Source: an optimization exercise on an open RTL-to-GDS flow (aim: small area, a short achievable clock period and few clock cycles). Production flows keep margins and buffers that such runs may drop. Only simulation tests tie the RTL to the original design; equivalence was not proved. No activity file was given, so power comes from the tool's default toggle rates.

==> inputs of run B <==
==> flow/design.v (excerpt) <==
module codec (
    input  wire        clk,
    input  wire        rst,
    input  wire        cmd_valid,
    output wire        cmd_ready,
    input  wire [15:0] cmd,
    output wire        out_valid,
    output wire [7:0]  out_data,
    output wire [31:0] status,
    output wire [31:0] cfg
);
export LEC_CHECK = 0
export ABC_AREA = 1
export CAP_MARGIN = 20
export CORE_MARGIN = 2
export CORE_UTILIZATION = 40
export SLEW_MARGIN = 20
create_clock -name core_clock -period 24.0 [get_ports {clk}]
standard.sh (not shown) runs the stock make flow with config.mk's settings and CLKGATE_MAP_FILE= SYNTH_SCRIPT=/design/flow/synth_recipe.tcl, a recipe that flattens the netlist after the stock synthesis.
==> flow/flow/run.sh <==
#!/bin/bash
set -uo pipefail
bash standard.sh SETUP_SLACK_MARGIN=18 finish > flow_make.log 2>&1
status=$?
tail -n 20 flow_make.log
exit $status
==> run E: changes against run B <==
--- a/flow/design.v
+++ b/flow/design.v
@@ -1,45 +1,106 @@
 module b91_tab (
     input  wire [6:0] idx,
-    output wire [7:0] chr
+    output reg  [7:0] chr
 );
-    wire [7:0] pun =
-        (idx == 7'd62) ? 8'h21 :
-        (idx == 7'd63) ? 8'h23 :
-        (idx == 7'd64) ? 8'h24 :
-        (idx == 7'd65) ? 8'h25 :
-        (idx == 7'd66) ? 8'h26 :
-        (idx == 7'd67) ? 8'h28 :
-        (idx == 7'd68) ? 8'h29 :
-        (idx == 7'd69) ? 8'h2A :
-        (idx == 7'd70) ? 8'h2B :
-        (idx == 7'd71) ? 8'h2C :
-        (idx == 7'd72) ? 8'h2E :
-        (idx == 7'd73) ? 8'h2F :
-        (idx == 7'd74) ? 8'h3A :
-        (idx == 7'd75) ? 8'h3B :
-        (idx == 7'd76) ? 8'h3C :
-        (idx == 7'd77) ? 8'h3D :
-        (idx == 7'd78) ? 8'h3E :
-        (idx == 7'd79) ? 8'h3F :
-        (idx == 7'd80) ? 8'h40 :
-        (idx == 7'd81) ? 8'h5B :
-        (idx == 7'd82) ? 8'h5D :
-        (idx == 7'd83) ? 8'h5E :
-        (idx == 7'd84) ? 8'h5F :
-        (idx == 7'd85) ? 8'h60 :
-        (idx == 7'd86) ? 8'h7B :
-        (idx == 7'd87) ? 8'h7C :
-        (idx == 7'd88) ? 8'h7D :
-        (idx == 7'd89) ? 8'h7E :
-        (idx == 7'd90) ? 8'h22 :
-        8'h00;
-    assign chr = (idx < 7'd26) ? {1'b0, idx} + 8'h41 :
-                 (idx < 7'd52) ? {1'b0, idx} + 8'h47 :
-                 (idx < 7'd62) ? {1'b0, idx} - 8'h04 :
-                 pun;
+    always @(*) begin
+        case (idx)
+            7'd0: chr = 8'h41;
+            7'd1: chr = 8'h42;
+            7'd2: chr = 8'h43;
+            7'd3: chr = 8'h44;
+            7'd4: chr = 8'h45;
+            7'd5: chr = 8'h46;
+            7'd6: chr = 8'h47;
+            7'd7: chr = 8'h48;
+            7'd8: chr = 8'h49;
+            7'd9: chr = 8'h4A;
+            7'd10: chr = 8'h4B;
+            7'd11: chr = 8'h4C;
+            7'd12: chr = 8'h4D;
+            7'd13: chr = 8'h4E;
+            7'd14: chr = 8'h4F;
+            7'd15: chr = 8'h50;
+            7'd16: chr = 8'h51;
+            7'd17: chr = 8'h52;
+            7'd18: chr = 8'h53;
+            7'd19: chr = 8'h54;
+            7'd20: chr = 8'h55;
+            7'd21: chr = 8'h56;
+            7'd22: chr = 8'h57;
+            7'd23: chr = 8'h58;
+            7'd24: chr = 8'h59;
+            7'd25: chr = 8'h5A;
+            7'd26: chr = 8'h61;
+            7'd27: chr = 8'h62;
+            7'd28: chr = 8'h63;
+            7'd29: chr = 8'h64;
+            7'd30: chr = 8'h65;
+            7'd31: chr = 8'h66;
+            7'd32: chr = 8'h67;
+            7'd33: chr = 8'h68;
+            7'd34: chr = 8'h69;
+            7'd35: chr = 8'h6A;
+            7'd36: chr = 8'h6B;
+            7'd37: chr = 8'h6C;
+            7'd38: chr = 8'h6D;
+            7'd39: chr = 8'h6E;
+            7'd40: chr = 8'h6F;
+            7'd41: chr = 8'h70;
+            7'd42: chr = 8'h71;
+            7'd43: chr = 8'h72;
+            7'd44: chr = 8'h73;
+            7'd45: chr = 8'h74;
+            7'd46: chr = 8'h75;
+            7'd47: chr = 8'h76;
+            7'd48: chr = 8'h77;
+            7'd49: chr = 8'h78;
+            7'd50: chr = 8'h79;
+            7'd51: chr = 8'h7A;
+            7'd52: chr = 8'h30;
+            7'd53: chr = 8'h31;
+            7'd54: chr = 8'h32;
+            7'd55: chr = 8'h33;
+            7'd56: chr = 8'h34;
+            7'd57: chr = 8'h35;
+            7'd58: chr = 8'h36;
+            7'd59: chr = 8'h37;
+            7'd60: chr = 8'h38;
+            7'd61: chr = 8'h39;
+            7'd62: chr = 8'h21;
+            7'd63: chr = 8'h23;
+            7'd64: chr = 8'h24;
+            7'd65: chr = 8'h25;
+            7'd66: chr = 8'h26;
+            7'd67: chr = 8'h28;
+            7'd68: chr = 8'h29;
+            7'd69: chr = 8'h2A;
+            7'd70: chr = 8'h2B;
+            7'd71: chr = 8'h2C;
+            7'd72: chr = 8'h2E;
+            7'd73: chr = 8'h2F;
+            7'd74: chr = 8'h3A;
+            7'd75: chr = 8'h3B;
+            7'd76: chr = 8'h3C;
+            7'd77: chr = 8'h3D;
+            7'd78: chr = 8'h3E;
+            7'd79: chr = 8'h3F;
+            7'd80: chr = 8'h40;
+            7'd81: chr = 8'h5B;
+            7'd82: chr = 8'h5D;
+            7'd83: chr = 8'h5E;
+            7'd84: chr = 8'h5F;
+            7'd85: chr = 8'h60;
+            7'd86: chr = 8'h7B;
+            7'd87: chr = 8'h7C;
+            7'd88: chr = 8'h7D;
+            7'd89: chr = 8'h7E;
+            7'd90: chr = 8'h22;
+            default: chr = 8'h00;
+        endcase
+    end
 endmodule
 module b91_idx (
     input  wire [7:0] chr,
     output wire [6:0] idx,
     output wire       valid
 );
@@ -143,12 +204,17 @@
     reg [2:0]  fcode;
     reg [7:0]  fchar;
     reg [15:0] cw;           
     reg        cv;           
     reg        cok;          
     reg        cpre;         
+    reg        cskip;        
+    reg        cdig;         
+    reg        c32;          
+    reg        c85;          
+    reg        c91;          
     reg [11:0] lrem;         
     reg        ov;           
     reg [7:0]  od;           
     reg [1:0]  nsep;         
     reg        rdy;          
     reg [4:0]  gk;
@@ -682,19 +748,19 @@
                             n_gk  = G_RAD;
                         end
                     endcase
                 end else begin
                     n_gtext = 1'b0;
                     if (mode == M_B32 && padseen) begin
-                    end else if (skip_ch) begin
+                    end else if (cskip) begin
                     end else begin
                         case (mode)
                             M_B32: begin
                                 if (ch == 8'h3D) begin
                                     n_padseen = 1'b1;
-                                end else if (!ok32) begin
+                                end else if (!c32) begin
                                     flt = 1'b1; fc = 3'd1; fch = ch;
                                 end else begin
                                     n_acc = {acc[26:0], idx32};
                                     if (cnt >= 5'd3) begin
                                         emit  = 1'b1;
                                         echar = ext({11'd0, acc[6:0], idx32}, cnt[2:0] - 3'd3);
@@ -713,13 +779,13 @@
                                         n_acc = 32'd0;
                                         n_k   = 3'd3;
                                         n_gk  = G_BYT;
                                     end else begin
                                         flt = 1'b1; fc = 3'd2; fch = ch;
                                     end
-                                end else if (ch < 8'd33 || ch > 8'd117) begin
+                                end else if (!c85) begin
                                     flt = 1'b1; fc = 3'd1; fch = ch;
                                 end else if (gcnt == 3'd0) begin
                                     n_acc  = {25'd0, ch[6:0] - 7'd33};
                                     n_gcnt = 3'd1;
                                 end else begin
                                     elast  = 1'b0;
@@ -727,13 +793,13 @@
                                     n_gcnt = gcnt + 3'd1;
                                     n_fl   = 1'b0;
                                     n_gk   = G_DM5;
                                 end
                             end
                             M_B91: begin
-                                if (!ok91) begin
+                                if (!c91) begin
                                     flt = 1'b1; fc = 3'd1; fch = ch;
                                 end else if (!pendv) begin
                                     n_acc   = {18'd0, idx91, acc[6:0]};
                                     n_pendv = 1'b1;
                                 end else begin
                                     n_acc   = {11'd0, idx91, acc[13:0]};
@@ -749,13 +815,13 @@
                                 case (mode)
                                     M_B02:   begin rr = 4'd1;  rw = 3'd7; rv = {acc[8:0], ch[0]}; end
                                     M_B08:   begin rr = 4'd7;  rw = 3'd2; rv = {acc[6:0], ch[2:0]}; end
                                     M_B10:   begin rr = 4'd9;  rw = 3'd2; rv = rv10; end
                                     default: begin rr = 4'd15; rw = 3'd1; rv = {acc[5:0], dval[3:0]}; end
                                 endcase
-                                if (dval > {1'b0, rr}) begin
+                                if (!cdig) begin
                                     flt = 1'b1; fc = 3'd1; fch = ch;
                                 end else if (gcnt == rw) begin
                                     if (big5) begin
                                         flt = 1'b1; fc = 3'd5; fch = ch;
                                     end else begin
                                         emit   = !cpre;
@@ -962,12 +1028,19 @@
                 pd     = 1'b1;
             end
             n_rdy = pd;
         end
     end
     always @(posedge clk) begin
+        cskip <= skipc(c, mode);
+        cdig  <= digok(c, mode[1:0]);
+        c32   <= b32ok(c);
+        c85   <= b85c(c);
+        c91   <= b91c(c);
+    end
+    always @(posedge clk) begin
         if (rst) begin
             cw      <= 16'd0;
             cv      <= 1'b0;
             cok     <= 1'b0;
             cpre    <= 1'b0;
             acc     <= 32'd0;
==> run summary <==
run status=finished clean; dpl hpwl=104 mm; buffers outside the clock class=266; Worst Hold Launch=fchar[5]; register area=3160 µm²; Multi-input gate area=19700 µm²; Worst EP required=24.38 ns; Vias per Instance=6.64; final core occ=46.7%; Hold Crit Endpoint=fchar[5]; total chip power=2.08 mW; critical path class=flop to flop; worst skew pair latency=0.49 ns; critical path buffer and inverter count=4; Total GRT Usage=42.6%
[end of results for run E]
==> run summary <==
final core occ=46.3%; Vias per Instance=6.58; placed insts=5239; run status=finished clean; Worst Hold Launch=fchar[3]; xor/xnor share of the synthesized area=2.51%; worst setup path end=od[1]; critical path buffer and inverter count=5; Total GRT Usage=44.2%; buffers outside the clock class=256; total chip power=2.01 mW; Multi-input gate area=19900 µm²; Hold Crit Endpoint=fchar[3]; Inverters=563; CTS Sinks=151; register area=3080 µm²; worst skew pair latency=0.52 ns; post_cts resized=329; synth unique cells=80; Worst EP required=24.40 ns; critical path class=input pin to flop
[end of results for run B]
Testbench counts of run B, summed over its fixed seeds: cycles 19,718.
Testbench counts of run E, summed over its fixed seeds: cycles 19,718.

-- re-timing with driven ports --
The results above use ideal ports. As a check the final layouts listed here were re-extracted and re-timed, cells and wires unchanged. Step 1 sets driving cells, clkbuf_16 on the clock port and buf_2 on the other inputs (assumed; they add their load-dependent delay and slew). Step 2 adds t to the input delays and takes it off the output delays; t is the mean of the earliest and latest rising clock arrival at the registers after step 1. Input paths then give back, and output paths get back, about the clock's delay inside the block. a / b / c = no drivers / after step 1 / after step 2; a / b = the first two.
| run | shift t [ns] | setup slack, ns | slew at the worst register clock pin (ns) |
|---|---|---|---|
| run B | 0.567 | 17.730 / 17.660 / 17.094 | 0.10 / 0.10 |
| run E | 0.543 | 17.644 / 17.644 / 17.183 | 0.08 / 0.08 |
After both steps every run listed still meets setup and hold. The setup slack of run B, which loses most, moves by -0.070 ns with the drivers and by -0.636 ns with both steps.
